This design comes from an exercise in tuning for small area, a short achievable clock period and few clock cycles per item on the open sky130 flow, not from production work.
In this exercise RTL edits were held to simulation tests only and were not proved equivalent to the original.
Power and IR drop assume default switching activity.

`design/flow/design.v`:
```
module pite_xform (
    input  wire        clk,
    input  wire [1:0]  mode,        
    input  wire [7:0]  v,           
    input  wire        sel,         
    input  wire [31:0] n,           
    input  wire [7:0]  k_rmin,      
    input  wire [7:0]  k_gabs,      
    input  wire        k_gneg,      
    input  wire [7:0]  k_den,       
    input  wire [7:0]  k_outmin,
    input  wire        k_degen,     
    output reg  [7:0]  mul_out,
    output reg  [7:0]  div_out
);
    localparam M_MUL = 2'd1, M_DIV = 2'd2, M_CST = 2'd3;
    wire       cs_lt = v < k_rmin;
    wire [7:0] cs_a  = cs_lt ? (k_rmin - v) : (v - k_rmin);
    reg  [7:0]  a1, v1;
    reg  [23:0] m1;
    reg  [24:0] n1;
    reg         big1, neg1, sel1, nz1;
    always @(posedge clk) begin
        v1   <= v;
        sel1 <= sel;
        a1   <= (mode == M_CST) ? cs_a : v;
        m1   <= (mode == M_CST) ? {16'd0, k_gabs} : n[23:0];
        big1 <= |n[31:24];
        neg1 <= cs_lt ^ k_gneg;
        n1   <= (mode == M_CST) ? {17'd0, k_den} : n[24:0];
        nz1  <= (mode != M_CST) && (|n[31:25]);
    end
    function [63:0] csa;         
        input [31:0] x, y, z;
        begin
            csa = {((x & y) | (x & z) | (y & z)) << 1, x ^ y ^ z};
        end
    endfunction
    reg [31:0] pp [0:8];
    integer i;
    always @(*) begin
        for (i = 0; i < 8; i = i + 1)
            pp[i] = a1[i] ? ({8'd0, m1} << i) : 32'd0;
        pp[8] = (mode == M_MUL) ? 32'd32768 : 32'd0;
    end
    wire [63:0] l1a = csa(pp[0], pp[1], pp[2]);
    wire [63:0] l1b = csa(pp[3], pp[4], pp[5]);
    wire [63:0] l1c = csa(pp[6], pp[7], pp[8]);
    wire [63:0] l2a = csa(l1a[31:0], l1a[63:32], l1b[31:0]);
    wire [63:0] l2b = csa(l1b[63:32], l1c[31:0], l1c[63:32]);
    wire [63:0] l3a = csa(l2a[31:0], l2a[63:32], l2b[31:0]);
    wire [63:0] l4a = csa(l3a[31:0], l3a[63:32], l2b[63:32]);
    reg  [31:0] ps2, pc2;
    reg  [7:0]  v2;
    reg  [24:0] n2;
    reg  [26:0] t2;                   
    reg         big2, neg2, sel2, nz2;
    always @(posedge clk) begin
        ps2  <= l4a[31:0];
        pc2  <= l4a[63:32];
        v2   <= v1;
        n2   <= n1;
        t2   <= {2'd0, n1} + {1'b0, n1, 1'b0};
        big2 <= big1 && (v1 != 8'd0);
        neg2 <= neg1;
        sel2 <= sel1;
        nz2  <= nz1;
    end
    wire [31:0] p = ps2 + pc2;
    always @(posedge clk)
        mul_out <= !sel2 ? v2 : (big2 || (p[31:24] != 8'd0)) ? 8'd255 : p[23:16];
    function [25:0] r4step;      
        input [23:0] r;
        input [24:0] d;
        input [26:0] d3;
        input integer k;
        reg   [23:0] rh;
        reg   [27:0] t1, t2, t3;
        reg   [23:0] th;
        reg   [1:0]  q;
        begin
            rh = r >> (2 * k);
            t1 = {4'd0, rh} - {3'd0, d};
            t2 = {4'd0, rh} - {2'd0, d, 1'b0};
            t3 = {4'd0, rh} - {1'd0, d3};
            if (!t3[27])      begin q = 2'd3; th = t3[23:0]; end
            else if (!t2[27]) begin q = 2'd2; th = t2[23:0]; end
            else if (!t1[27]) begin q = 2'd1; th = t1[23:0]; end
            else              begin q = 2'd0; th = rh; end
            r4step = {q, (th << (2 * k)) | (r & ((24'd1 << (2 * k)) - 24'd1))};
        end
    endfunction
    wire [23:0] x2   = (mode == M_DIV) ? {v2, 16'd0} : {8'd0, p[15:0]};
    wire        sat2 = (n2[24:16] == 9'd0) && ({n2[15:0], 8'd0} <= x2);
    wire [25:0] s3 = r4step(x2, n2, t2, 3);
    reg  [23:0] r4;
    reg  [1:0]  q4;
    reg  [24:0] n4;
    reg  [26:0] t4;
    reg  [7:0]  v4;
    reg         sat4, neg4, sel4, nz4;
    always @(posedge clk) begin
        r4 <= s3[23:0]; q4 <= s3[25:24];
        n4 <= n2; t4 <= t2; v4 <= v2; sat4 <= sat2; neg4 <= neg2; sel4 <= sel2; nz4 <= nz2;
    end
    wire [25:0] s2 = r4step(r4, n4, t4, 2);
    reg  [23:0] r5;
    reg  [3:0]  q5;
    reg  [24:0] n5;
    reg  [26:0] t5;
    reg  [7:0]  v5;
    reg         sat5, neg5, sel5, nz5;
    always @(posedge clk) begin
        r5 <= s2[23:0]; q5 <= {q4, s2[25:24]};
        n5 <= n4; t5 <= t4; v5 <= v4; sat5 <= sat4; neg5 <= neg4; sel5 <= sel4; nz5 <= nz4;
    end
    wire [25:0] s1 = r4step(r5, n5, t5, 1);
    reg  [23:0] r6;
    reg  [5:0]  q6;
    reg  [24:0] n6;
    reg  [26:0] t6;
    reg  [7:0]  v6;
    reg         sat6, neg6, sel6, nz6;
    always @(posedge clk) begin
        r6 <= s1[23:0]; q6 <= {q5, s1[25:24]};
        n6 <= n5; t6 <= t5; v6 <= v5; sat6 <= sat5; neg6 <= neg5; sel6 <= sel5; nz6 <= nz5;
    end
    wire [25:0] s0 = r4step(r6, n6, t6, 0);
    reg  [23:0] r7;
    reg  [7:0]  q7;
    reg  [24:0] n7;
    reg  [7:0]  v7;
    reg         sat7, neg7, sel7, nz7;
    always @(posedge clk) begin
        r7 <= s0[23:0]; q7 <= {q6, s0[25:24]};
        n7 <= n6; v7 <= v6; sat7 <= sat6; neg7 <= neg6; sel7 <= sel6; nz7 <= nz6;
    end
    wire        rnd = ({r7, 1'b0} >= n7);
    wire        tie = ({r7, 1'b0} == n7);
    wire [7:0]  q7p = q7 + 8'd1;
    wire [7:0]  sdq = nz7 ? 8'd0 : sat7 ? 8'd255 :
                      !rnd ? q7 : (q7 == 8'hFF) ? 8'hFF : q7p;
    wire [8:0]  q7x = {1'b0, q7} + 9'd1;
    wire [9:0]  ca0 = {2'b00, k_outmin} + {2'b00, q7};
    wire [9:0]  ca1 = {2'b00, k_outmin} + {1'b0, q7x};
    wire [9:0]  cb0 = {2'b00, k_outmin} - {2'b00, q7};
    wire [9:0]  cb1 = {2'b00, k_outmin} + {2'b11, ~q7};         
    wire [9:0]  cs  = neg7 ? ((rnd && !tie) ? cb1 : cb0) : (rnd ? ca1 : ca0);
    wire [7:0]  cq  = k_degen ? k_outmin :
                      sat7 ? (neg7 ? 8'd0 : 8'd255) :
                      neg7 ? (cs[9] ? 8'd0 : cs[7:0]) :
                             (cs[8] ? 8'd255 : cs[7:0]);
    always @(posedge clk)
        div_out <= !sel7 ? v7 : (mode == M_CST) ? cq : sdq;
endmodule
module pite_engine (
    input  wire        clk,
    input  wire        rst_n,         
    input  wire        bus_req,
    input  wire        bus_we,
    input  wire [24:0] bus_addr,      
    input  wire [1:0]  bus_size,      
    input  wire [31:0] bus_wdata,
    output wire        bus_ack,
    output wire [31:0] bus_rdata,
    output wire        bus_err,
    output wire        irq
);
    localparam SRAM_BYTES = 128;
    localparam HL = 2;                     
    localparam HB = 1;                     
    localparam [3:0] ERR_NONE    = 4'd0;
    localparam [3:0] ERR_DOMAIN  = 4'd1;
    localparam [3:0] ERR_SHAPE   = 4'd2;
    localparam [3:0] ERR_INVALID = 4'd3;
    localparam [3:0] ERR_ILLEGAL = 4'd4;
    localparam [3:0] OP_SADD = 4'd1, OP_SSUB = 4'd2, OP_SMUL = 4'd3, OP_SDIV = 4'd4,
                     OP_GAMMA = 4'd5, OP_CSTR = 4'd6, OP_BPLANE = 4'd7;
    localparam [2:0] E_IDLE = 3'd0, E_RUN = 3'd1, E_WAIT = 3'd2, E_SCAN = 3'd3, E_SCANW = 3'd4,
                     E_HOLD = 3'd5;
    localparam MW = 3;                     
    localparam DW = 7;                     
    reg        ctrl_ie;
    reg        st_busy, st_done, st_degen, st_werr;
    reg [3:0]  st_err;
    reg [31:0] r_cmd, r_src, r_dst, r_dims;
    reg [3:0]  r_fmt;
    reg [31:0] r_opnd0, r_opnd1, r_opnd2, r_gamma, r_gainc;
    reg [15:0] r_cstout, r_cstsrc;
    reg [16:0] r_cstobs;
    reg [1023:0] ram;                      
    reg        ack_q, ack_o, err_q, slow_q;
    reg [31:0] rdata_q;
    reg        q_wr_reg, q_wr_ram, q_rd_reg, q_rd_ram;
    reg [5:0]  q_idx;
    reg [6:0]  q_a;
    reg [1:0]  q_size;
    reg [31:0] q_wdata;
    wire        cap      = bus_req && !ack_q && !slow_q;
    wire        in_regs  = (bus_addr[24:8] == 17'd0);
    wire        in_ram   = bus_addr[24] && (bus_addr[23:7] == 17'd0);
    wire        misalign = (bus_size == 2'd1 && bus_addr[0]) ||
                           (bus_size == 2'd2 && bus_addr[1:0] != 2'b00);
    wire        berr     = misalign || (in_regs && bus_size != 2'd2);
    wire        is_stat  = in_regs && (bus_addr[7:2] == 6'h03) && !bus_we && !berr;
    wire        cmd_now  = cap && bus_we && (bus_addr == 25'h10) && (bus_size == 2'd2) && !st_busy;
    reg         q_cmd1;               
    always @(posedge clk) begin
        if (!rst_n) begin
            ack_q    <= 1'b0;
            ack_o    <= 1'b0;
            err_q    <= 1'b0;
            slow_q   <= 1'b0;
            q_wr_reg <= 1'b0;
            q_wr_ram <= 1'b0;
            q_rd_reg <= 1'b0;
            q_rd_ram <= 1'b0;
        end else if (ack_q) begin
            ack_q    <= 1'b0;
            ack_o    <= 1'b0;
            err_q    <= 1'b0;
            q_wr_reg <= 1'b0;
            q_wr_ram <= 1'b0;
        end else if (slow_q) begin
            slow_q   <= 1'b0;
            ack_q    <= 1'b1;
            ack_o    <= 1'b1;
            q_rd_reg <= 1'b0;
            q_rd_ram <= 1'b0;
        end else if (bus_req) begin
            err_q    <= berr;
            ack_q    <= berr || bus_we || is_stat;
            ack_o    <= berr || bus_we || is_stat;
            slow_q   <= !berr && !bus_we && !is_stat;
            q_wr_reg <= !berr && bus_we && in_regs;
            q_wr_ram <= !berr && bus_we && in_ram;
            q_rd_reg <= !berr && !bus_we && in_regs && !is_stat;
            q_rd_ram <= !berr && !bus_we && in_ram;
        end
    end
    always @(posedge clk) begin
        if (cap) begin
            q_cmd1  <= cmd_now;
            q_idx   <= bus_addr[7:2];
            q_a     <= bus_addr[6:0];
            q_size  <= bus_size;
            q_wdata <= bus_wdata;
        end
    end
    wire        hw_reg  = ack_q && q_wr_reg;
    wire        hw_ram  = ack_q && q_wr_ram;
    wire        srst    = hw_reg && q_idx == 6'h02 && q_wdata[1];
    wire        rst     = !rst_n || srst;
    wire [15:0] d_w = r_dims[15:0];
    wire [15:0] d_h = r_dims[31:16];
    wire        fmt3 = (r_fmt == 4'd3);
    reg         p_dbig;               
    reg  [13:0] p_npix;               
    reg  [7:0]  p_nlo;                
    reg  [6:0]  p_soff;               
    reg  [3:0]  p_blk_s, p_blk_d;     
    reg  [1:0]  p_age;                
    wire [13:0] c_npix = d_w[7:0] * d_h[7:0];
    wire [7:0]  c_plo  = d_w[7:0] * d_h[7:0];
    wire [6:0]  c_sd   = r_src[6:0] - {4'd0, r_dst[2:0]};
    wire        p_wr   = hw_reg && !st_busy && (q_idx >= 6'h05) && (q_idx <= 6'h08);
    wire        fresh  = p_age[1];    
    always @(posedge clk) begin
        p_dbig  <= (d_w > 16'd128) || (d_h > 16'd128);
        p_npix  <= c_npix;
        p_nlo   <= fmt3 ? {c_plo[6:0], 1'b0} + c_plo : c_plo;
        p_soff  <= r_src[6:0] - r_dst[6:0];
        p_blk_s <= r_src[6:3];
        p_blk_d <= c_sd[6:3];
        p_age   <= (p_wr || !rst_n) ? 2'd0 : (p_age == 2'd3) ? 2'd3 : p_age + 2'd1;
    end
    wire        n_big  = p_dbig || (fmt3 ? (p_npix > 14'd42) : (p_npix > 14'd128));
    wire        bp_big = p_dbig || (p_npix > 14'd16);
    wire [8:0]  nin9   = {1'b0, p_nlo};
    wire [8:0]  nbp9   = {1'b0, p_npix[4:0], 3'd0};
    wire        s_far  = (r_src[31:7] != 25'd0);
    wire        d_far  = (r_dst[31:7] != 25'd0);
    wire [9:0]  s_end  = {3'd0, r_src[6:0]} + {1'b0, nin9};
    wire [9:0]  d_end_s = {3'd0, r_dst[6:0]} + {1'b0, nin9};
    wire [9:0]  d_end_b = {3'd0, r_dst[6:0]} + {1'b0, nbp9};
    reg  p_s_bad, p_ds_bad, p_db_bad, p_ov_s, p_ov_b;
    reg  [7:0] p_hi_s, p_hi_d;        
    reg  [2:0] p_oz;                  
    reg  [2:0] p_b8;                  
    always @(posedge clk) begin
        p_hi_s   <= {1'b0, r_src[6:0]} + p_nlo;
        p_hi_d   <= {1'b0, r_dst[6:0]} + p_nlo;
        p_s_bad  <= n_big || s_far || (s_end > 10'd128);
        p_ds_bad <= n_big || d_far || (d_end_s > 10'd128);
        p_db_bad <= bp_big || d_far || (d_end_b > 10'd128);
        p_ov_s   <= ({3'd0, r_src[6:0]} < d_end_s) && ({3'd0, r_dst[6:0]} < s_end);
        p_ov_b   <= ({3'd0, r_src[6:0]} < d_end_b) && ({3'd0, r_dst[6:0]} < s_end);
        p_oz     <= {r_opnd2 == 32'd0, r_opnd1 == 32'd0, r_opnd0 == 32'd0};
        p_b8     <= {|r_opnd2[31:8], |r_opnd1[31:8], |r_opnd0[31:8]};
    end
    wire [3:0]  c_op      = r_cmd[3:0];
    wire        c_perch   = r_cmd[4];
    wire        c_chen    = r_cmd[5];
    wire [1:0]  c_chsel   = r_cmd[7:6];
    wire        c_inplace = r_cmd[8];
    wire        c_expl    = r_cmd[9];
    wire        c_sat     = (c_op >= OP_SADD) && (c_op <= OP_SDIV);
    wire        no_dst    = c_sat && c_inplace;
    wire legal = (r_cmd[31:10] == 22'd0) &&
                 (c_op >= OP_SADD) && (c_op <= OP_BPLANE) && (c_op != OP_GAMMA) &&
                 (!c_sat || (!c_expl && (c_chen || c_chsel == 2'd0) && (!c_inplace || c_chen))) &&
                 (c_op != OP_CSTR || r_cmd[8:4] == 5'd0) &&
                 (c_op != OP_BPLANE || r_cmd[9:4] == 6'd0);
    reg [3:0] v_err;
    always @(*) begin
        v_err = ERR_NONE;
        if (!legal)
            v_err = ERR_ILLEGAL;
        else if (d_w == 16'd0 || d_h == 16'd0 || (r_fmt != 4'd1 && r_fmt != 4'd3))
            v_err = ERR_INVALID;
        else if (c_sat && c_chen && {2'd0, c_chsel} >= r_fmt)
            v_err = ERR_SHAPE;
        else if (c_op == OP_BPLANE && r_fmt != 4'd1)
            v_err = ERR_SHAPE;
        else if (p_s_bad)
            v_err = ERR_INVALID;
        else if (!no_dst && ((c_op == OP_BPLANE) ? (p_db_bad || p_ov_b) : (p_ds_bad || p_ov_s)))
            v_err = ERR_INVALID;
        else if (c_op == OP_SDIV &&
                 ((!c_perch && p_oz[0]) ||
                  (c_perch && c_chen && p_oz[c_chsel]) ||
                  (c_perch && !c_chen && (p_oz[0] || (fmt3 && (p_oz[1] || p_oz[2]))))))
            v_err = ERR_DOMAIN;
    end
    reg [2:0]  e_st;
    reg        e_val;                  
    reg        e_heavy;                
    reg [6:0]  cur;                    
    reg [6:0]  lo;                     
    reg [7:0]  hi;
    reg [6:0]  soff;                   
    reg [2:0]  plane;
    reg [1:0]  c8;                     
    reg [7:0]  sc_min, sc_max;
    reg [15:0] oh_a;                   
    reg [7:0]  oh_r;                   
    reg  c_simple, c_mul, c_add, c_bp;   
    reg [63:0] rblk_a, rblk_b;
    integer b, l, k;
    always @(*) begin
        rblk_a = 64'd0;
        rblk_b = 64'd0;
        for (b = 0; b < 16; b = b + 1) begin
            rblk_a = rblk_a | (ram[64*b +: 64] & {64{oh_a[b]}});
            rblk_b = rblk_b | (ram[64*b +: 64] & {64{oh_a[(b + 15) % 16]}});
        end
    end
    wire [127:0] rpair = {rblk_b, rblk_a};
    reg  [63:0]  win;                  
    always @(*) begin
        win = 64'd0;
        for (k = 0; k < 8; k = k + 1)
            win = win | (rpair[8*k +: 64] & {64{oh_r[k]}});
    end
    wire [7:0] him1 = hi - 8'd1;
    wire issuing = (e_st == E_RUN) || (e_st == E_SCAN);
    wire last_blk = e_heavy ? (cur[6:HB] == him1[6:HB]) : (cur[6:3] == him1[6:3]);
    function [1:0] mod3;
        input [3:0] x;
        begin
            mod3 = x % 3;
        end
    endfunction
    function [1:0] negmod3;             
        input [2:0] x;
        begin
            case (x)
            3'd0, 3'd3, 3'd6: negmod3 = 2'd0;
            3'd1, 3'd4, 3'd7: negmod3 = 2'd2;
            default:          negmod3 = 2'd1;
            endcase
        end
    endfunction
    reg [7:0]  i_mask;
    reg [15:0] i_ch;
    reg [63:0] i_n8;
    reg [7:0]  i_big, i_sel;
    always @(*) begin
        for (l = 0; l < 8; l = l + 1) begin
            i_ch[2*l +: 2] = fmt3 ? mod3({2'd0, c8} + l[3:0]) : 2'd0;
            i_n8[8*l +: 8] = !c_perch ? r_opnd0[7:0] : (i_ch[2*l +: 2] == 2'd1) ? r_opnd1[7:0] :
                             (i_ch[2*l +: 2] == 2'd2) ? r_opnd2[7:0] : r_opnd0[7:0];
            i_big[l] = !c_perch ? p_b8[0] : p_b8[i_ch[2*l +: 2]];
            i_sel[l] = !c_chen || (i_ch[2*l +: 2] == c_chsel);
            i_mask[l] = ({1'b0, cur[6:3], l[2:0]} >= {1'b0, lo}) && ({1'b0, cur[6:3], l[2:0]} < hi);
            if (e_heavy && (l[2:HB] != cur[2:HB])) i_mask[l] = 1'b0;
            if (no_dst && (e_st == E_RUN) && (i_ch[2*l +: 2] != c_chsel))
                i_mask[l] = 1'b0;
        end
    end
    reg         s1_v, s1_last, s1_scan;
    reg [3:0]   s1_blk;
    reg [7:0]   s1_mask;
    reg [63:0]  s1_win;
    reg [2-HB:0] s1_sub;
    reg [15:0]  s1_ch;
    reg [63:0]  s1_n8;
    reg [7:0]   s1_big, s1_sel;
    reg [2:0]   s1_plane;
    reg  [63:0] sres;
    reg  [7:0]  sv, sn;
    reg  [1:0]  sch;
    reg         sbig, ssel;
    reg  [8:0]  ssum;
    always @(*) begin
        for (l = 0; l < 8; l = l + 1) begin
            sv   = s1_win[8*l +: 8];
            sn   = s1_n8[8*l +: 8];
            sbig = s1_big[l];
            ssel = s1_sel[l];
            if (c_bp) begin
                sres[8*l +: 8] = sv[s1_plane] ? 8'hFF : 8'h00;
            end else if (!c_add) begin
                ssum = {1'b0, sv} - {1'b0, sn};
                sres[8*l +: 8] = !ssel ? sv : (sbig || ssum[8]) ? 8'd0 : ssum[7:0];
            end else begin
                ssum = {1'b0, sv} + {1'b0, sn};
                sres[8*l +: 8] = !ssel ? sv : (sbig || ssum[8]) ? 8'hFF : ssum[7:0];
            end
        end
    end
    reg  [7:0] mn [0:7];
    reg  [7:0] mx [0:7];
    reg  [7:0] mn4 [0:3];
    reg  [7:0] mx4 [0:3];
    always @(*) begin
        for (l = 0; l < 8; l = l + 1) begin
            mn[l] = s1_mask[l] ? s1_win[8*l +: 8] : 8'hFF;
            mx[l] = s1_mask[l] ? s1_win[8*l +: 8] : 8'h00;
        end
        for (l = 0; l < 4; l = l + 1) begin
            mn4[l] = (mn[2*l] < mn[2*l+1]) ? mn[2*l] : mn[2*l+1];
            mx4[l] = (mx[2*l] > mx[2*l+1]) ? mx[2*l] : mx[2*l+1];
        end
    end
    wire [7:0] mn2a = (mn4[0] < mn4[1]) ? mn4[0] : mn4[1];
    wire [7:0] mn2b = (mn4[2] < mn4[3]) ? mn4[2] : mn4[3];
    wire [7:0] mx2a = (mx4[0] > mx4[1]) ? mx4[0] : mx4[1];
    wire [7:0] mx2b = (mx4[2] > mx4[3]) ? mx4[2] : mx4[3];
    reg        sc_v, sc_last;
    reg [7:0]  sc_mna, sc_mnb, sc_mxa, sc_mxb;
    wire [7:0] sc_mn1 = (sc_mna < sc_mnb) ? sc_mna : sc_mnb;
    wire [7:0] sc_mx1 = (sc_mxa > sc_mxb) ? sc_mxa : sc_mxb;
    wire [7:0] rmn = c_expl ? r_cstsrc[7:0]  : sc_min;
    wire [7:0] rmx = c_expl ? r_cstsrc[15:8] : sc_max;
    reg  [7:0] k_rmin, k_gabs, k_den;
    reg        k_gneg, k_degen;
    wire signed [9:0] k_den0 = $signed({2'b00, rmx}) - $signed({2'b00, rmn});
    wire signed [9:0] k_dout = $signed({2'b00, r_cstout[15:8]}) - $signed({2'b00, r_cstout[7:0]});
    wire signed [9:0] k_g    = k_den0[9] ? -k_dout : k_dout;
    always @(posedge clk) begin
        k_rmin  <= rmn;
        k_den   <= k_den0[9] ? -k_den0[7:0] : k_den0[7:0];
        k_gneg  <= k_g[9];
        k_gabs  <= k_g[9] ? -k_g[7:0] : k_g[7:0];
        k_degen <= (rmn == rmx);
    end
    wire [1:0] h_mode = (c_op == OP_SMUL) ? 2'd1 : (c_op == OP_SDIV) ? 2'd2 : 2'd3;
    wire [7:0]  h_mul [0:HL-1];
    wire [7:0]  h_div [0:HL-1];
    genvar g;
    generate
        for (g = 0; g < HL; g = g + 1) begin : lane
            wire [2:0]  li  = {s1_sub, g[HB-1:0]};
            wire [7:0]  hv  = s1_win[8*li +: 8];
            wire [1:0]  hch = s1_ch[2*li +: 2];
            wire [31:0] hn  = !c_perch ? r_opnd0 : (hch == 2'd1) ? r_opnd1 : (hch == 2'd2) ? r_opnd2 : r_opnd0;
            wire        hsel = !c_chen || (hch == c_chsel);
            pite_xform u_x (
                .clk(clk), .mode(h_mode), .v(hv), .sel(hsel), .n(hn),
                .k_rmin(k_rmin), .k_gabs(k_gabs), .k_gneg(k_gneg), .k_den(k_den),
                .k_outmin(r_cstout[7:0]), .k_degen(k_degen),
                .mul_out(h_mul[g]), .div_out(h_div[g])
            );
        end
    endgenerate
    reg        m_v [1:DW];
    reg        m_last [1:DW];
    reg [3:0]  m_blk [1:DW];
    reg [7:0]  m_mask [1:DW];
    wire w_simple = c_simple && s1_v && !s1_scan;
    wire w_mul    = c_mul && m_v[MW];
    wire w_div    = !c_simple && !c_mul && m_v[DW];
    wire eng_wr   = st_busy && !e_val && (w_simple || w_mul || w_div);
    wire [3:0] eng_wblk  = c_simple ? s1_blk : c_mul ? m_blk[MW] : m_blk[DW];
    wire [7:0] eng_wmask = c_simple ? s1_mask : c_mul ? m_mask[MW] : m_mask[DW];
    wire eng_last = c_simple ? s1_last : c_mul ? m_last[MW] : m_last[DW];
    reg [63:0] eng_wd;
    always @(*) begin
        for (l = 0; l < 8; l = l + 1)
            eng_wd[8*l +: 8] = c_simple ? sres[8*l +: 8] :
                               c_mul ? h_mul[l % HL] : h_div[l % HL];
    end
    reg  [7:0]  host_lmask;
    always @(*) begin
        case (q_size)
        2'd0:    host_lmask = 8'b1 << q_a[2:0];
        2'd1:    host_lmask = 8'b11 << {q_a[2:1], 1'b0};
        default: host_lmask = 8'b1111 << {q_a[2], 2'b00};
        endcase
    end
    wire host_ram_wr = hw_ram && !st_busy;
    reg [63:0] lane_wd;
    always @(*) begin
        for (l = 0; l < 8; l = l + 1)
            lane_wd[8*l +: 8] = st_busy ? eng_wd[8*l +: 8] :
                                (q_size == 2'd0) ? q_wdata[7:0] :
                                (q_size == 2'd1) ? q_wdata[8*(l % 2) +: 8] : q_wdata[8*(l % 4) +: 8];
    end
    always @(posedge clk) begin
        for (b = 0; b < 16; b = b + 1)
            for (l = 0; l < 8; l = l + 1)
                if ((eng_wr && eng_wblk == b && eng_wmask[l]) ||
                    (host_ram_wr && q_a[6:3] == b && host_lmask[l]))
                    ram[64*b + 8*l +: 8] <= lane_wd[8*l +: 8];
    end
    wire abort    = e_val && (v_err != ERR_NONE);
    wire done_now = st_busy && !e_val && (w_simple || w_mul || w_div) && eng_last;
    wire scan_end = sc_v && sc_last;
    wire [3:0]  w_op    = bus_wdata[3:0];
    wire        w_sat   = (w_op >= OP_SADD) && (w_op <= OP_SDIV);
    wire        w_inpl  = w_sat && bus_wdata[8];
    wire        w_scan  = (w_op == OP_CSTR) && !bus_wdata[9];
    wire        w_heavy = (w_op == OP_SMUL) || (w_op == OP_SDIV) || (w_op == OP_CSTR && bus_wdata[9]);
    wire        w_fs    = w_inpl || w_scan;         
    wire [6:0]  w_lo    = w_fs ? r_src[6:0] : r_dst[6:0];
    wire [6:0]  w_soff  = w_fs ? 7'd0 : p_soff;
    wire        cmd_wr  = cmd_now;
    wire        r_inpl  = c_sat && c_inplace;
    wire        r_scan  = (c_op == OP_CSTR) && !c_expl;
    wire        r_fs    = r_inpl || r_scan;
    wire        r_heavy = (c_op == OP_SMUL) || (c_op == OP_SDIV) || (c_op == OP_CSTR && c_expl);
    reg [6:0] n_cur, n_lo, n_soff;
    reg [7:0] n_hi;
    reg [1:0] n_c8;
    reg [2:0] n_plane, n_st;
    reg       n_heavy;
    always @(*) begin
        n_cur = cur; n_lo = lo; n_hi = hi; n_soff = soff; n_c8 = c8;
        n_plane = plane; n_st = e_st; n_heavy = e_heavy;
        if (!st_busy) begin
            n_st    = !cmd_wr ? E_IDLE : !fresh ? E_HOLD : w_scan ? E_SCAN : E_RUN;
            n_heavy = w_heavy;
            n_lo    = w_lo;
            n_hi    = w_fs ? p_hi_s : p_hi_d;
            n_soff  = w_soff;
            n_cur   = w_heavy ? (w_lo & ~(HL - 1)) : (w_lo & 7'h78);
            n_c8    = negmod3(w_lo[2:0]);
            n_plane = 3'd0;
        end else if (st_busy && !abort) begin
            if (issuing) begin
                if (last_blk) begin
                    if (e_st == E_SCAN) begin
                        n_st = E_SCANW;
                    end else if (c_op == OP_BPLANE && plane != 3'd7) begin
                        n_plane = plane + 3'd1;
                        n_lo    = lo + p_nlo[6:0];
                        n_hi    = hi + p_nlo;
                        n_soff  = soff - p_nlo[6:0];
                        n_cur   = (lo + p_nlo[6:0]) & 7'h78;
                    end else begin
                        n_st = E_WAIT;
                    end
                end else begin
                    n_cur = cur + (e_heavy ? HL : 7'd8);
                    if (!e_heavy || (cur[2:0] + HL >= 8))
                        n_c8 = (c8 == 2'd0) ? 2'd2 : (c8 == 2'd1) ? 2'd0 : 2'd1;
                end
            end
            if (e_st == E_HOLD && fresh) begin
                n_st    = r_fs ? (r_scan ? E_SCAN : E_RUN) : E_RUN;
                n_heavy = r_heavy;
                n_lo    = r_fs ? r_src[6:0] : r_dst[6:0];
                n_hi    = r_fs ? p_hi_s : p_hi_d;
                n_soff  = r_fs ? 7'd0 : p_soff;
                n_cur   = r_heavy ? ((r_fs ? r_src[6:0] : r_dst[6:0]) & ~(HL - 1)) :
                                    ((r_fs ? r_src[6:0] : r_dst[6:0]) & 7'h78);
                n_c8    = negmod3(r_fs ? r_src[2:0] : r_dst[2:0]);
                n_plane = 3'd0;
            end
            if (scan_end) begin
                n_st    = E_RUN;
                n_heavy = 1'b1;
                n_lo    = r_dst[6:0];
                n_hi    = p_hi_d;
                n_soff  = p_soff;
                n_cur   = r_dst[6:0] & ~(HL - 1);
                n_c8    = negmod3(r_dst[2:0]);
            end
            if (done_now)
                n_st = E_IDLE;
        end else if (st_busy && abort) begin
            n_st = E_IDLE;
        end
    end
    wire [3:0] n_blk = n_cur[6:3] + n_soff[6:3];
    always @(posedge clk) begin
        if (st_busy) begin
            oh_a <= 16'd1 << n_blk;
            oh_r <= 8'd1 << n_soff[2:0];
        end else if (cap) begin
            oh_a <= 16'd1 << (!bus_we ? bus_addr[6:3] : w_fs ? p_blk_s : p_blk_d);
            oh_r <= 8'd1 << w_soff[2:0];
        end
    end
    reg       n_busy, n_done, n_degen, n_werr;
    reg [3:0] n_err;
    always @(*) begin
        n_busy = st_busy; n_done = st_done; n_degen = st_degen; n_werr = st_werr; n_err = st_err;
        if (rst) begin
            n_busy = 1'b0; n_done = 1'b0; n_degen = 1'b0; n_werr = 1'b0; n_err = 4'd0;
        end else begin
            if (hw_ram && st_busy)
                n_werr = 1'b1;
            if (hw_reg && q_idx == 6'h03) begin
                if (q_wdata[1]) n_done = 1'b0;
                if (q_wdata[3]) n_werr = 1'b0;
            end
            if (hw_reg && q_idx >= 6'h05 && q_idx <= 6'h0F && st_busy)
                n_werr = 1'b1;
            if (hw_reg && q_idx == 6'h04 && !q_cmd1)
                n_werr = 1'b1;
            if (cmd_wr) begin
                n_done = 1'b0; n_degen = 1'b0; n_err = 4'd0; n_busy = 1'b1;
            end else if (st_busy) begin
                if (abort) begin
                    n_err = v_err; n_busy = 1'b0; n_done = 1'b1;
                end else if (done_now) begin
                    n_busy = 1'b0; n_done = 1'b1; n_err = ERR_NONE;
                    if (c_op == OP_CSTR) n_degen = (rmn == rmx);
                end
            end
        end
    end
    reg [31:0] reg_rd;
    always @(*) begin
        case (q_idx)
        6'h00: reg_rd = 32'h5049_0100;
        6'h01: reg_rd = SRAM_BYTES;
        6'h02: reg_rd = {31'd0, ctrl_ie};
        6'h03: reg_rd = {20'd0, st_err, 4'd0, st_werr, st_degen, st_done, st_busy};
        6'h04: reg_rd = r_cmd;
        6'h05: reg_rd = r_src;
        6'h06: reg_rd = r_dst;
        6'h07: reg_rd = r_dims;
        6'h08: reg_rd = {28'd0, r_fmt};
        6'h09: reg_rd = r_opnd0;
        6'h0A: reg_rd = r_opnd1;
        6'h0B: reg_rd = r_opnd2;
        6'h0C: reg_rd = r_gamma;
        6'h0D: reg_rd = r_gainc;
        6'h0E: reg_rd = {16'd0, r_cstout};
        6'h0F: reg_rd = {16'd0, r_cstsrc};
        6'h10: reg_rd = {15'd0, r_cstobs};
        default: reg_rd = 32'd0;
        endcase
    end
    wire [31:0] ram_word = q_a[2] ? rblk_a[63:32] : rblk_a[31:0];
    reg  [31:0] ram_rd;
    always @(*) begin
        case (q_size)
        2'd0:    ram_rd = {24'd0, ram_word[8*q_a[1:0] +: 8]};
        2'd1:    ram_rd = {16'd0, ram_word[16*q_a[1] +: 16]};
        default: ram_rd = ram_word;
        endcase
    end
    always @(posedge clk) begin
        if (!rst_n)
            rdata_q <= 32'd0;
        else if (ack_q)
            rdata_q <= 32'd0;
        else if (slow_q)
            rdata_q <= q_rd_reg ? reg_rd : q_rd_ram ? ram_rd : 32'd0;
        else if (bus_req && is_stat)
            rdata_q <= {20'd0, n_err, 4'd0, n_werr, n_degen, n_done, n_busy};
    end
    assign bus_ack   = ack_o;
    assign bus_err   = err_q;
    assign bus_rdata = rdata_q;
    assign irq       = st_done && ctrl_ie;
    always @(posedge clk) begin
        s1_v    <= issuing && st_busy && !abort && !rst;
        s1_last <= last_blk && (e_st != E_RUN || c_op != OP_BPLANE || plane == 3'd7);
        s1_scan <= (e_st == E_SCAN);
        s1_blk  <= cur[6:3];
        s1_mask <= i_mask;
        s1_win  <= win;
        s1_sub  <= cur[2:HB];
        s1_ch   <= i_ch;
        s1_n8   <= i_n8;
        s1_big  <= i_big;
        s1_sel  <= i_sel;
        s1_plane <= plane;
        sc_v    <= s1_v && s1_scan && !abort && !rst;
        sc_last <= s1_last;
        sc_mna  <= mn2a; sc_mnb <= mn2b; sc_mxa <= mx2a; sc_mxb <= mx2b;
        m_v[1]    <= s1_v && !s1_scan && !abort && !rst;
        m_last[1] <= s1_last;
        m_blk[1]  <= s1_blk;
        m_mask[1] <= s1_mask;
        for (k = 2; k <= DW; k = k + 1) begin
            m_v[k]    <= m_v[k-1] && !rst;
            m_last[k] <= m_last[k-1];
            m_blk[k]  <= m_blk[k-1];
            m_mask[k] <= m_mask[k-1];
        end
        st_busy  <= n_busy;
        st_done  <= n_done;
        st_degen <= n_degen;
        st_werr  <= n_werr;
        st_err   <= n_err;
        cur     <= n_cur;
        lo      <= n_lo;
        hi      <= n_hi;
        soff    <= n_soff;
        c8      <= n_c8;
        plane   <= n_plane;
        e_heavy <= n_heavy;
        if (rst) begin
            ctrl_ie  <= 1'b0;
            r_cmd    <= 32'd0;
            r_src    <= 32'd0;
            r_dst    <= 32'd0;
            r_dims   <= 32'd0;
            r_fmt    <= 4'd0;
            r_opnd0  <= 32'd0;
            r_opnd1  <= 32'd0;
            r_opnd2  <= 32'd0;
            r_gamma  <= 32'd0;
            r_gainc  <= 32'h0001_0000;
            r_cstout <= 16'd0;
            r_cstsrc <= 16'd0;
            r_cstobs <= 17'd0;
            e_st     <= E_IDLE;
            e_val    <= 1'b0;
            sc_min   <= 8'd0;
            sc_max   <= 8'd0;
        end else begin
            e_st  <= n_st;
            e_val <= (cmd_wr && fresh) || (st_busy && e_st == E_HOLD && fresh);
            if (hw_reg) begin
                if (q_idx == 6'h02) ctrl_ie <= q_wdata[0];
                if (!st_busy) begin
                    case (q_idx)
                    6'h05: r_src    <= q_wdata;
                    6'h06: r_dst    <= q_wdata;
                    6'h07: r_dims   <= q_wdata;
                    6'h08: r_fmt    <= q_wdata[3:0];
                    6'h09: r_opnd0  <= q_wdata;
                    6'h0A: r_opnd1  <= q_wdata;
                    6'h0B: r_opnd2  <= q_wdata;
                    6'h0C: r_gamma  <= q_wdata;
                    6'h0D: r_gainc  <= q_wdata;
                    6'h0E: r_cstout <= q_wdata[15:0];
                    6'h0F: r_cstsrc <= q_wdata[15:0];
                    default: ;
                    endcase
                end
            end
            if (cmd_wr) begin
                r_cmd    <= bus_wdata;
                c_simple <= (w_op == OP_SADD) || (w_op == OP_SSUB) || (w_op == OP_BPLANE);
                c_mul    <= (w_op == OP_SMUL);
                c_add    <= (w_op == OP_SADD);
                c_bp     <= (w_op == OP_BPLANE);
                sc_min <= 8'hFF;
                sc_max <= 8'h00;
            end else if (st_busy && !abort) begin
                if (sc_v) begin
                    if (sc_mn1 < sc_min) sc_min <= sc_mn1;
                    if (sc_mx1 > sc_max) sc_max <= sc_mx1;
                end
                if (done_now && c_op == OP_CSTR && !c_expl)
                    r_cstobs <= {1'b1, sc_max, sc_min};
            end
        end
    end
endmodule
```
`design/flow/run.sh`:
```
#!/bin/bash
# synth_recipe.tcl (not shown) runs the flow's synth.tcl, then flattens the netlist and writes it again
# the make line also repeats each setting of config.mk as NAME=value (left out here)
make -C /OpenROAD-flow-scripts/flow DESIGN_CONFIG=/design/flow/config.mk WORK_HOME=/design/flow/orfs CLKGATE_MAP_FILE= SYNTH_SCRIPT=/design/flow/synth_recipe.tcl finish
```
`design/flow/config.mk`:
```
export PLATFORM = sky130hd
export DESIGN_NAME = pite_engine
export DESIGN_NICKNAME = pite_engine
export VERILOG_FILES = /design/flow/design.v
export SDC_FILE = /design/flow/constraint.sdc
export NUM_CORES = 4
export LEC_CHECK = 0
export CAP_MARGIN = 20
export CORE_MARGIN = 2
export CORE_UTILIZATION = 55
export PLACE_DENSITY = 0.7
export SLEW_MARGIN = 20
```
`design/flow/constraint.sdc`:
```
create_clock -name core_clock -period 14.0 [get_ports {clk}]
set_input_delay 2.8000 -clock core_clock [delete_from_list [all_inputs] [get_ports {clk}]]
set_output_delay 2.8000 -clock core_clock [all_outputs]
set_load 0.01 [all_outputs]
```
==> summary.md <==
| Metric | Value |
|---|---|
| Core Area | `303000 sq um` |
| Die Width | `556 um` |
| DRT Wirelength | `587 mm` |
| Yosys top cell area share | `21.9%` |
| Number of placed cells counting well taps | `20928` |
| Initial antenna violation count | `50` |
| Grt ovf | `0` |
| CP max FO | `35` |
| RD Place Congestion | `1.05` |
| Crit path largest cell delay | `0.70 ns` |
| VDD IR-drop max | `0.132 mV` |
| Mapped Nets | `18954` |
| Clock skew | `0.0989 ns` |
| CTS tree | `done` |
| Area of the die | `309000 sq um` |
| Ys async rst share | `0%` |
| Worst rel slew slack | `6.96%` |
| Yosys warns | `19` |
| Cells after Synth | `17317` |
| GR peak layer | `met2` |
| Met3 usage | `10.6%` |
| Final setup fails | `0` |
| Critical path cell sequence | `clkdlybuf4s50_1 -> nand2b_1 -> a21boi_0 -> o21bai_2 -> buf_4 -> mux2i_1 -> o221ai_1 -> ha_1 -> fa_1 -> a21oi_1 -> inv_1 -> nand2_1 -> or2_2 -> and2b_1` |
| Reg clk slew, reported paths | `0.06 ns` |
| Root buf cell | `clkbuf_16` |
| Post-Syn Area | `167000 sq um` |
| Height of the die | `556 um` |
| DRT iter0 DRCs | `19013` |
| Crit path DAT | `6.72 ns` |
| Via count | `141461` |
| Post-CTS resize count | `0` |
| Area of the multi-input gates | `89700 sq um` |
| Fmax | `167 MHz` |
| Total GRT Usage | `36.9%` |
| Crit path time final | `5.98 ns` |
| Yosys top cell by area | `dfxtp_1` |
| H-Tree Depth | `5` |
| Num Clock Sinks | `2945` |
| Cell Pwr Density | `103 nW/um^2` |
| Antenna Violating Nets Remaining | `0` |
| Worst hold path type | `reg2reg` |
| Worst path bufs/invs | `3` |
| Slew at the pin closest to its max-slew limit | `1.40 ns` |
| Met1 Usage GRT | `47.3%` |
| HPWL Detailed | `424 mm` |
| Seq cells post-synth | `2945` |
| CP required | `14.74 ns` |
| Reg2Reg Setup Slack | `8.22 ns` |
| Post-synth EDFFs | `1115` |
| Area Growth Syn to Fin | `10.6%` |
| Max reg flops | `1024` |
| Ratio of cells with drive above 1 in the final layout | `7.30%` |
| Clock Tree Buf Depth | `4` |
| WL per Instance | `27.2 um` |
| Vias in the first global route | `134262` |
| # rows | `202` |
| Outcome | `timing/DRC/antenna clean` |
| First-pass GRT wire length | `861 mm` |
| Worst setup EP type | `flip-flop` |
| Sequential fraction of the synthesis area | `41.9%` |
| Largest net degree at the start of global routing | `205` |
| Top reg by flops | `ram` |
| Final Max Tran Viols | `0` |
| Fin cells | `21542` |
| Regs by FF count | `ram: 1024 flops, lane.u_x.ps2: 64 flops, s1_win: 64 flops` |
| Power, Total | `19100 uW` |
| Avg Cell Area, Syn | `9.67 sq um` |
| Register Area | `70100 sq um` |
| Top cell family by delay on the critical path | `buffers and inverters` |
| Final worst-path cycle share | `42.7%` |
| Via density | `6.57` |
| CP startpoint kind | `input pin` |
| Pleak | `0.0730 uW` |
| I/O Pins | `98` |
| Top post-synthesis cells by area | `dfxtp_1, edfxtp_1, ha_1` |
| Setup bufs post-CTS | `0` |
| Synth unique cells | `108` |
| RSZ-0062 raised after global routing | `false` |
| Final-stage net count | `18912` |
| Final hold vios | `0` |
| Most used flip-flop cell after synthesis | `dfxtp_1` |
| Hold Buf Count CTS | `0` |
| Clock latency at the later pin of the worst-skew pair | `0.99 ns` |
| Initial Utilization | `55.3%` |
| Filler Cell Count | `25262` |
| Max-cap violations | `0` |
| Critical path type | `in2reg` |
| Crit-path slowest cell | `clkdlybuf4s50_1` |
| Port Buffer Count | `97` |
| Setup TNS | `0 ns` |
| Total CTS buffers | `317` |
| Met2 Usage GRT | `54.7%` |
| Initial DRT Pass Iterations | `10` |
| Drc violations | `0` |
per-layer routing:
| layer | part of all wire, % | up-vias |
|---|---|---|
| met3 | 12 | 2017 |
| met4 | 7.4 | 48 |
| li1 | - | 63255 |
| met5 | 0.082 | - |
| met2 | 42 | 8602 |
| met1 | 38 | 67539 |
Yosys cell counts, types with 243 or more instances:
cell type  instances
a21oi_1         1288
a221oi_1         473
a22o_1           451
a22oi_1          378
and2_1           478
clkbuf_1         743
dfxtp_1         1830
edfxtp_1        1115
fa_1             370
ha_1            1204
inv_1           1254
nand2_1         1478
nand3_1          255
nand4_1          243
nor2_1           962
o21ai_0          738
o22ai_1          260
xnor2_1          411
cells by family (layout without fill, tap and decap cells):
| family | count (synthesis) | after routing | synth area share [%] |
|---|---|---|---|
| AOI/OAI and AO/OA | 5170 | 5170 | 21.1 |
| other | 0 | 30 | 0 |
| and+or+nand+nor | 4496 | 4496 | 13.0 |
| DFF | 2945 | 2945 | 41.9 |
| buffers and inverters | 2131 | 2348 | 4.79 |
| muxes | 374 | 374 | 2.55 |
| adders and majority gates | 1574 | 1574 | 13.4 |
| xor gates and xnor gates | 627 | 627 | 3.29 |
final cells by class:
type / count / area share [%]
Sequential cell: 2945 / 37.9
Tap cell: 3978 / 2.69
Clock buffer: 400 / 4.69
Clock inverter: 178 / 1.36
Antenna cell: 30 / 0.0406
Multi-Input combinational cell: 12241 / 48.5
Timing Repair Buffer: 509 / 2.29
Inverter: 1261 / 2.56
final timing paths:
path                                       startpoint                endpoint  depth (start not counted)
worst max register to register  r_cmd[3]$_SDFFE_PN0P_  oh_a[11]$_SDFFCE_PN0P_                         15
worst max-delay path                     bus_wdata[1]  oh_a[11]$_SDFFCE_PN0P_                         14
worst min register to register    m_blk[1][1]$_DFF_P_     m_blk[2][1]$_DFF_P_                          0
worst min-delay path              m_blk[1][1]$_DFF_P_     m_blk[2][1]$_DFF_P_                          0
report_power, final:
group          switching [uW]  total (uW)  internal (uW)
registers                53.5        9020           8970
clock network            3660        8990           5330
logic                     782        1080            298
total                    4500       19100          14600
per-stage QoR:
step	hold slack (ns)	setup slack, ns	instance area, sq um	util (%)
final	0.314	8.02	185000	61.1
after global routing	0.309	7.82	185000	61.1
after CTS	0.298	8.06	185000	61.0
after detailed placement	0.312	7.05	174000	57.3
after global placement	0.310	7.12	174000	57.3
after floorplan	0.310	7.40	167000	-
cell usage in the layout (no fill, tap or decap), drive strengths merged, types with 55 or more instances in the layout:
| cell type | Yosys | final |
|---|---|---|
| o211ai | 116 | 116 |
| a222oi | 55 | 55 |
| a21oi | 1290 | 1290 |
| mux2i | 242 | 242 |
| and2 | 491 | 491 |
| nor2 | 963 | 963 |
| a22oi | 378 | 378 |
| a221oi | 475 | 475 |
| nand2 | 1478 | 1478 |
| buf | 127 | 412 |
| o21ai | 769 | 769 |
| dfxtp | 1830 | 1830 |
| o21a | 188 | 188 |
| nand3 | 256 | 256 |
| a31oi | 123 | 123 |
| o22ai | 260 | 260 |
| edfxtp | 1115 | 1115 |
| or3 | 64 | 64 |
| o21bai | 122 | 122 |
| ha | 1204 | 1204 |
| nand2b | 221 | 221 |
| xor2 | 216 | 216 |
| nor4 | 96 | 96 |
| nor2b | 233 | 233 |
| a21o | 235 | 235 |
| a22o | 451 | 451 |
| mux2 | 100 | 100 |
| clkdlybuf4s50 | 0 | 97 |
| and3 | 69 | 69 |
| a211oi | 200 | 200 |
| fa | 370 | 370 |
| clkinv | 7 | 107 |
| nand4 | 244 | 244 |
| clkbuf | 743 | 400 |
| xnor2 | 411 | 411 |
| nor3 | 210 | 210 |
| inv | 1254 | 1267 |
Testbench counts, summed over its fixed seeds: cycles 5,394, commands 240.

separate check: timing with driven ports:
No port has a modelled driver above. Below, the same layout with a new extraction and two added sets of constraints. Step 1 assumes that a clkbuf_16 drives the clock port and a buf_2 every other input. Step 2 also shifts input and output timing later by t, the mid clock arrival at the registers, as if the neighbouring blocks saw the same clock. Three values: no drivers, after step 1, after step 2; two values: the first two.
t (ns): 1.054
setup WS [ns]: 8.018 / 8.114 / 7.059
worst hold slack (ns): 0.314 / 0.314 / 0.314
latest minus earliest clock arrival (ns): 0.112 / 0.113
After both steps setup and hold are still met in this run. For this run, drivers alone change the setup slack by +0.096 ns; drivers and shift together by -0.959 ns.
